Context: an optimization exercise on an open-source flow, tuned for small area, a short achievable clock period and few clock cycles per item. The choices shown serve that exercise and are no tape-out recipe. At most, simulation tests tie the RTL to the original design; equivalence was not proved.

Setup of v51:
==> flow/design.v <==
module sha256_hash_engine (
    input  wire         clk,
    input  wire         rst_n,       
    input  wire         start,
    input  wire         in_valid,
    output wire         in_ready,
    input  wire [7:0]   in_byte,
    input  wire         in_last,
    input  wire         in_empty,
    output reg          dig_valid,
    output wire [255:0] dig
);
    reg         busy;        
    reg         fin;         
    reg         fin_last;    
    reg [2:0]   npush;       
    reg         rdy;         
    reg         last_in;     
    reg         p80;         
    reg         final_blk;   
    reg [1:0]   acn;         
    reg [4:0]   wc;          
    reg [6:0]   pq;          
    reg         hv;          
    reg [31:0]  kq;          
    reg [15:0]  msg_len;
    reg [511:0] win;         
    reg [31:0]  H0, H1, H2, H3, H4, H5, H6, H7;
    reg [31:0]  a, b, c, d, e, f, g, h;
    assign in_ready = rdy;
    assign dig = {H0, H1, H2, H3, H4, H5, H6, H7};
    localparam [2047:0] K_TAB = {
        32'hc67178f2, 32'hbef9a3f7, 32'ha4506ceb, 32'h90befffa,
        32'h8cc70208, 32'h84c87814, 32'h78a5636f, 32'h748f82ee,
        32'h682e6ff3, 32'h5b9cca4f, 32'h4ed8aa4a, 32'h391c0cb3,
        32'h34b0bcb5, 32'h2748774c, 32'h1e376c08, 32'h19a4c116,
        32'h106aa070, 32'hf40e3585, 32'hd6990624, 32'hd192e819,
        32'hc76c51a3, 32'hc24b8b70, 32'ha81a664b, 32'ha2bfe8a1,
        32'h92722c85, 32'h81c2c92e, 32'h766a0abb, 32'h650a7354,
        32'h53380d13, 32'h4d2c6dfc, 32'h2e1b2138, 32'h27b70a85,
        32'h14292967, 32'h06ca6351, 32'hd5a79147, 32'hc6e00bf3,
        32'hbf597fc7, 32'hb00327c8, 32'ha831c66d, 32'h983e5152,
        32'h76f988da, 32'h5cb0a9dc, 32'h4a7484aa, 32'h2de92c6f,
        32'h240ca1cc, 32'h0fc19dc6, 32'hefbe4786, 32'he49b69c1,
        32'hc19bf174, 32'h9bdc06a7, 32'h80deb1fe, 32'h72be5d74,
        32'h550c7dc3, 32'h243185be, 32'h12835b01, 32'hd807aa98,
        32'hab1c5ed5, 32'h923f82a4, 32'h59f111f1, 32'h3956c25b,
        32'he9b5dba5, 32'hb5c0fbcf, 32'h71374491, 32'h428a2f98
    };
    function [63:0] csa(input [31:0] x, input [31:0] y, input [31:0] z);
        csa = {x ^ y ^ z, ((x & y) | (x & z) | (y & z)) << 1};
    endfunction
    function [31:0] add_bk(input [31:0] x, input [31:0] y);
        reg [31:0] gg, pp;
        integer i, k;
        begin
            gg = x & y;
            pp = x ^ y;
            for (k = 1; k < 32; k = k * 2)
                for (i = 2 * k - 1; i < 32; i = i + 2 * k) begin
                    gg[i] = gg[i] | (pp[i] & gg[i - k]);
                    pp[i] = pp[i] & pp[i - k];
                end
            for (k = 8; k >= 1; k = k / 2)
                for (i = 3 * k - 1; i < 32; i = i + 2 * k) begin
                    gg[i] = gg[i] | (pp[i] & gg[i - k]);
                    pp[i] = pp[i] & pp[i - k];
                end
            add_bk = (x ^ y) ^ {gg[30:0], 1'b0};
        end
    endfunction
    wire [31:0] S1  = {e[5:0], e[31:6]} ^ {e[10:0], e[31:11]} ^ {e[24:0], e[31:25]};
    wire [31:0] ch  = (e & f) ^ (~e & g);
    wire [31:0] S0  = {a[1:0], a[31:2]} ^ {a[12:0], a[31:13]} ^ {a[21:0], a[31:22]};
    wire [31:0] maj = (a & b) ^ (a & c) ^ (b & c);
    wire [63:0] ac1 = csa(h, ch, maj);
    wire [63:0] ac2 = csa(ac1[31:0], S1, S0);
    wire [63:0] ac3 = csa(ac2[63:32], ac2[31:0], ac1[63:32]);
    wire [63:0] ec1 = csa(h, ch, d);
    wire [63:0] ec2 = csa(ec1[63:32], ec1[31:0], S1);
    wire [31:0] a_new = ac3[63:32] + ac3[31:0];
    wire [31:0] e_new = ec2[63:32] + ec2[31:0];
    wire [31:0] p15 = win[31:0];
    wire [31:0] p14 = win[63:32];
    wire [31:0] p9  = win[223:192];
    wire [31:0] p1  = win[479:448];
    wire [31:0] p0  = win[511:480];
    wire [31:0] s0w = {p1[6:0], p1[31:7]} ^ {p1[17:0], p1[31:18]} ^ (p1 >> 3);
    wire [31:0] s1w = {p14[16:0], p14[31:17]} ^ {p14[18:0], p14[31:19]} ^ (p14 >> 10);
    wire [63:0] wc1 = csa(p9, p0, s1w);
    wire [63:0] wc2 = csa(wc1[63:32], wc1[31:0], s0w);
    wire [31:0] w_sch = wc2[63:32] + wc2[31:0];      
    wire do_round = hv;
    wire sched    = (pq[5:4] != 2'd0);                 
    wire start_ok = !busy && !fin && start;
    wire push     = (npush != 3'd0);
    wire pre      = busy && !fin && !push && !pq[6] && (sched || (acn == 2'd0 && wc == pq[4:0] + 5'd1));
    wire nxt_w    = pre && (sched || pq[3:0] == 4'd15) && pq != 7'd63;
    wire take     = in_valid && rdy;
    wire newword  = take && acn == 2'd0;                 
    wire wfree    = (wc == pq[4:0]) || pre;              
    wire padw     = busy && last_in && !wc[4] && wfree;  
    wire t63      = do_round && pq[6];                  
    wire ring     = fin || push || (do_round && (pq == 7'd62 || pq == 7'd63 || pq == 7'd64));
    wire [31:0] x_h   = do_round ? g : h;
    wire [5:0]  pq1   = pq[5:0] + 6'd1;
    wire [63:0] hc1   = csa(x_h, kq, p15);
    wire [31:0] hkw_n = add_bk(hc1[63:32], hc1[31:0]);
    wire [31:0] ff_a = add_bk(H3, push ? 32'h0 : a);
    wire [31:0] ff_e = add_bk(H7, push ? 32'h0 : e);
    wire [31:0] pad_word = !p80 ? 32'h80000000 :
                           (final_blk && wc[3:0] == 4'd15) ? {13'd0, msg_len, 3'b000} : 32'h0;
    reg  [31:0] p15_n;
    reg         win_sh;
    always @(*) begin
        win_sh = 1'b0;
        p15_n  = p15;
        if (nxt_w) begin
            win_sh = 1'b1;
            p15_n  = w_sch;
        end else if (take) begin
            case (acn)
                2'd0: begin
                    win_sh = 1'b1;
                    p15_n  = in_last ? {in_byte, 24'h800000} : {in_byte, 24'h0};
                end
                2'd1: p15_n = in_last ? {p15[31:24], in_byte, 16'h8000} : {p15[31:24], in_byte, p15[15:0]};
                2'd2: p15_n = in_last ? {p15[31:16], in_byte, 8'h80} : {p15[31:16], in_byte, p15[7:0]};
                default: p15_n = {p15[31:8], in_byte};
            endcase
        end else if (padw) begin
            win_sh = 1'b1;
            p15_n  = pad_word;
        end
    end
    wire [4:0] bw = (newword || padw) ? wc : wc - 5'd1;
    wire       push_n = start_ok || (fin && busy) || npush[2:1] != 2'd0;
    wire [4:0] pq_n   = (t63 || !busy) ? 5'd0 : pq[4:0] + {4'd0, pre};
    reg        busy_n, last_in_n;
    reg [1:0]  acn_n;
    reg [4:0]  wc_n;
    always @(*) begin
        busy_n    = busy;
        last_in_n = last_in;
        acn_n     = acn;
        wc_n      = wc;
        if (take) begin
            acn_n = in_last ? 2'd0 : acn + 2'd1;
            if (in_last) last_in_n = 1'b1;
        end
        if (newword || padw) wc_n = wc + 5'd1;
        if (t63) begin
            wc_n = 5'd0;
            if (final_blk) busy_n = 1'b0;
        end
        if (start_ok) begin
            busy_n    = 1'b1;
            last_in_n = in_empty;
            acn_n     = 2'd0;
            wc_n      = 5'd0;
        end
    end
    always @(posedge clk) begin
        if (!rst_n) begin
            busy      <= 1'b0;
            fin       <= 1'b0;
            npush     <= 3'd0;
            hv        <= 1'b0;
            rdy       <= 1'b0;
            dig_valid <= 1'b0;
        end else begin
            busy      <= busy_n;
            last_in   <= last_in_n;
            acn       <= acn_n;
            wc        <= wc_n;
            rdy       <= busy_n && !last_in_n && !(acn_n == 2'd0 && (wc_n[4] || (push_n && wc_n != pq_n)));
            fin       <= t63;
            if (push) npush <= npush - 3'd1;
            if ((fin && busy) || start_ok) npush <= 3'd4;
            dig_valid <= fin && fin_last;
            hv        <= pre;
            if (pre) begin
                pq <= pq + 7'd1;
                kq <= K_TAB[32 * pq1 +: 32];
            end
            if (start_ok) fin_last <= 1'b0;
            if (t63) begin
                pq       <= 7'd0;
                kq       <= K_TAB[31:0];
                fin_last <= final_blk;
            end
            if (take) msg_len <= msg_len + 16'd1;
            if ((take && in_last && acn != 2'd3) || (padw && !p80)) begin
                p80 <= 1'b1;
                if (bw <= 5'd13) final_blk <= 1'b1;
            end
            if (fin && p80) final_blk <= 1'b1;
            if (!busy) begin
                pq        <= 7'd0;
                kq        <= K_TAB[31:0];
                msg_len   <= 16'd0;
                p80       <= 1'b0;
                final_blk <= 1'b0;
            end
        end
    end
    always @(posedge clk) begin
        if (win_sh) win <= {win[479:0], p15_n};
        else if (take) win[31:0] <= p15_n;
        if (start_ok) begin
            {H0, H1, H2, H3} <= {32'h6a09e667, 32'hbb67ae85, 32'h3c6ef372, 32'ha54ff53a};
            {H4, H5, H6, H7} <= {32'h510e527f, 32'h9b05688c, 32'h1f83d9ab, 32'h5be0cd19};
        end else if (ring) begin
            {H0, H1, H2, H3} <= {ff_a, H0, H1, H2};
            {H4, H5, H6, H7} <= {ff_e, H4, H5, H6};
        end
        if (do_round || push)
            {a, b, c, d, e, f, g} <= {push ? ff_a : a_new, a, b, c, push ? ff_e : e_new, e, f};
        if (pre)
            h <= hkw_n;
        else if (do_round || push)
            h <= g;
    end
endmodule
==> flow/config.mk <==
export PLATFORM = sky130hd
export DESIGN_NAME = sha256_hash_engine
export DESIGN_NICKNAME = sha256_hash_engine
export VERILOG_FILES = /design/flow/design.v
export SDC_FILE = /design/flow/constraint.sdc
export NUM_CORES = 4
export LEC_CHECK = 0
export CAP_MARGIN = 20
export CORE_MARGIN = 2
export CORE_UTILIZATION = 40
export CTS_CLUSTER_DIAMETER = 60
export CTS_CLUSTER_SIZE = 24
export SETUP_SLACK_MARGIN = 5
export SLEW_MARGIN = 20
==> flow/constraint.sdc <==
create_clock -name core_clock -period 10.0 [get_ports {clk}]
set_input_delay 2.0000 -clock core_clock [delete_from_list [all_inputs] [get_ports {clk}]]
set_output_delay 2.0000 -clock core_clock [all_outputs]
set_load 0.01 [all_outputs]
run.sh (not shown) runs the stock make flow with config.mk's settings and CLKGATE_MAP_FILE= SYNTH_SCRIPT=/design/flow/synth_recipe.tcl, a recipe that flattens the netlist after the stock synthesis.
Having completed the whole flow, v51 delivered a layout that passed the timing, design-rule and antenna checks.
Testbench counts of v51, summed over its fixed seeds: cycles 33,936, bytes 14,064.
--- input diff v51..v38 ---
Settings: CAP_MARGIN changed from 20 to 5; SLEW_MARGIN changed from 20 to 5; CTS_CLUSTER_SIZE changed from 24 to 30; CTS_CLUSTER_DIAMETER changed from 60 to 70.
==> flow/flow/run.sh (new file) <==
#!/bin/bash
# The standard layout, except that the port buffers are buf_1 cells rather
# than the delay buffers buffer_ports picks by itself. Every input and output
# port still gets its own buffer.
set -euo pipefail
bash standard.sh "BUFFER_PORTS_ARGS=-buffer_cell sky130_fd_sc_hd__buf_1" finish > make_finish.log 2>&1
==> flow/standard.sh (new file) <==
#!/bin/bash
# synth_recipe.tcl (not shown) runs the flow's synth.tcl, then flattens the netlist and writes it again
# the make line also repeats each setting of config.mk as NAME=value (left out here)
make -C /OpenROAD-flow-scripts/flow DESIGN_CONFIG=/design/flow/config.mk WORK_HOME=/design/flow/orfs CLKGATE_MAP_FILE= SYNTH_SCRIPT=/design/flow/synth_recipe.tcl "${@:-finish}"
removed: flow/run.sh
Results
Any difference in overall via count from detail_route between v51 and v38 is small enough to ignore. Reported for v38 and v51, flip-flop and latch count turned out identical to the last digit. v38: no failed stages, no open violations at the end. Reported for v38 and v51, sequential cell area turned out identical to the last digit. | number of buffers and inverters on the critical path | higher: v51 |. Diff v38 and v51: cell area higher in v51.
For v42, these inputs were changed with respect to v38:
Settings: CTS_CLUSTER_DIAMETER: 70 -> 60; CAP_MARGIN: 5 -> 20; SLEW_MARGIN: 5 -> 20; CTS_CLUSTER_SIZE: 30 -> 24.
==> flow/flow/run.sh <==
#!/bin/bash
set -euo pipefail
bash standard.sh "BUFFER_PORTS_ARGS=-buffer_cell sky130_fd_sc_hd__buf_1" SETUP_SLACK_MARGIN=5.6 finish > make_finish.log 2>&1
--- outcome ---
- v42 | status: complete | timing, DRC, antenna: pass
- Comparing v42 and v38, the higher sequential share of layout area is on v38.
- v42: latest clock arrival within the worst-skew pair is 0.03 ns higher than what v38 reported.
- v42: critical-path maximum fanout higher than v38
- Summary of v42 over v38: end-of-flow core utilization now sits higher; quantity of gates resized following cts now sits higher.
- Changes observed in v42 relative to v38: final area now larger.
Here is what was changed in the inputs of v36 compared with v42.
Settings: clearing CTS_CLUSTER_DIAMETER, which used to be 60; clearing CTS_CLUSTER_SIZE, which used to be 24.
==> flow/run.sh (new file) <==
#!/bin/bash
# synth_recipe.tcl (not shown) runs the flow's synth.tcl, then flattens the netlist and writes it again
# the make line also repeats each setting of config.mk as NAME=value (left out here)
make -C /OpenROAD-flow-scripts/flow DESIGN_CONFIG=/design/flow/config.mk WORK_HOME=/design/flow/orfs CLKGATE_MAP_FILE= SYNTH_SCRIPT=/design/flow/synth_recipe.tcl finish
removed: flow/flow/run.sh
removed: flow/standard.sh
Notes after the runs:
[compare] base=v42 new=v36: placed cell count now sits at about the same level, routed wire length now sits lower, met3 global-route usage now sits higher, via count now sits lower. For v36, the launching element of the worst setup path was e[9], unlike v42, where it was hv.
Here is what was changed in the inputs of v49 compared with v36.
Settings: CTS_CLUSTER_DIAMETER: unset -> 70; CTS_CLUSTER_SIZE: unset -> 30.
==> flow/flow/run.sh (new file) <==
#!/bin/bash
# The standard layout, except that the port buffers are buf_1 cells rather
# than the delay buffers buffer_ports picks by itself. Every input and output
# port still gets its own buffer.
set -euo pipefail
bash standard.sh "BUFFER_PORTS_ARGS=-buffer_cell sky130_fd_sc_hd__buf_1" finish > make_finish.log 2>&1
==> flow/standard.sh (new file) <==
#!/bin/bash
# synth_recipe.tcl (not shown) runs the flow's synth.tcl, then flattens the netlist and writes it again
# the make line also repeats each setting of config.mk as NAME=value (left out here)
make -C /OpenROAD-flow-scripts/flow DESIGN_CONFIG=/design/flow/config.mk WORK_HOME=/design/flow/orfs CLKGATE_MAP_FILE= SYNTH_SCRIPT=/design/flow/synth_recipe.tcl "${@:-finish}"
removed: flow/run.sh
Notes after the runs:
Worst setup slack, v49 and v36, higher one = v49.
Going from v36 to v49, global-route wire length before repair went down by 8400 um, final weighted congestion of routability-driven global placement fell 0.71%, number of standard cells in the layout, taps in and fillers out went down.
Antenna diode instance count: v49 higher than v36
--- input diff v49..v41 ---
Settings: CTS_CLUSTER_SIZE: 30 -> 24; CTS_CLUSTER_DIAMETER: 70 -> 60.
==> notes.md <==
Taking v49 as the reference point, the portion of the layout cell area used by clock cells of v41 rises by 1.1 points. Taking v49 as the reference point, the wire length after detailed routing of v41 rises by about 0.45%. In the metrics for v41 and v49, the one carrying the higher met2 layer usage reported by global route is v49. Changes observed in v41 relative to v49: minimum hold slack higher; design area rose by 650 um2. In the reports for v41 and v49, the larger count of clock-buffer cells in the layout belongs to v41. Diff v49 -> v41: via count neither gained nor lost much; count of inserted antenna diode cells dropped 1. Compared v49 against v41; register area within noise.

========
Another version of the RTL of sha256_hash_engine (not shown whole).
For scale: about 5,900 cells after synthesis, ~1,200 flip-flops, about 270 I/O pins, roughly 0.061 mm2 of cells after synthesis.
Settings: LEC_CHECK=0, CAP_MARGIN=20, CORE_MARGIN=2, CORE_UTILIZATION=60, PLACE_DENSITY=0.7, SLEW_MARGIN=20; clock period 10.0 ns.
standard.sh (not shown) runs the stock make flow with config.mk's settings and CLKGATE_MAP_FILE= SYNTH_SCRIPT=/design/flow/synth_recipe.tcl, a recipe that flattens the netlist after the stock synthesis.
==> flow/flow/run.sh <==
#!/bin/bash
set -euo pipefail
bash standard.sh SETUP_SLACK_MARGIN=6.0 finish > make_finish.log 2>&1
Edit:
Settings changed: CORE_UTILIZATION 60 to 40, PLACE_DENSITY 0.7 to default.
- synthesized cell count stays the same
- area after synthesis is unchanged
- design area went up slightly
- utilization went down by 24 points
No functional check of the RTL was part of any run of this note.

static timing again, ports no longer ideal:
In the flow no input, the clock included, has a driving cell. The finished layouts below were timed again as built, in two steps.
Step 1: set_driving_cell puts a clkbuf_16 on clk and a buf_2 on each other input, an assumption about the parent block.
Step 2, shift: input delay + t, output delay - t, t = (earliest + latest rising clock arrival at the registers) / 2. This alone moves slack from input paths to output paths.
Three values: no drivers, after step 1, after step 2; two values: the first two.
run | t, ns | setup slack, ns | worst register clock-pin slew, ns | worst slew at a driven data input, ns
v51 | 0.773 | 4.999 / 4.999 / 4.333 | 0.09 / 0.09 | 0.13
v38 | 0.768 | 5.084 / 5.084 / 4.930 | 0.11 / 0.11 | 0.12
v42 | 0.823 | 5.091 / 5.091 / 5.091 | 0.09 / 0.09 | 0.16
v36 | 0.788 | 5.031 / 5.031 / 4.539 | 0.07 / 0.07 | 0.13
v49 | 0.766 | 5.106 / 5.106 / 4.918 | 0.11 / 0.11 | 0.12
v41 | 0.785 | 4.984 / 4.984 / 4.905 | 0.09 / 0.09 | 0.12
the first run of note 2 | 0.810 | 5.032 / 5.032 / 5.032 | 0.09 / 0.09 | 0.09
the second run of note 2 | 0.863 | 5.277 / 5.277 / 5.243 | 0.07 / 0.07 | 0.06
After both steps setup and hold are still met in every run listed. For v51, which loses most, drivers alone change the setup slack by 0.000 ns; drivers and shift together by -0.666 ns.
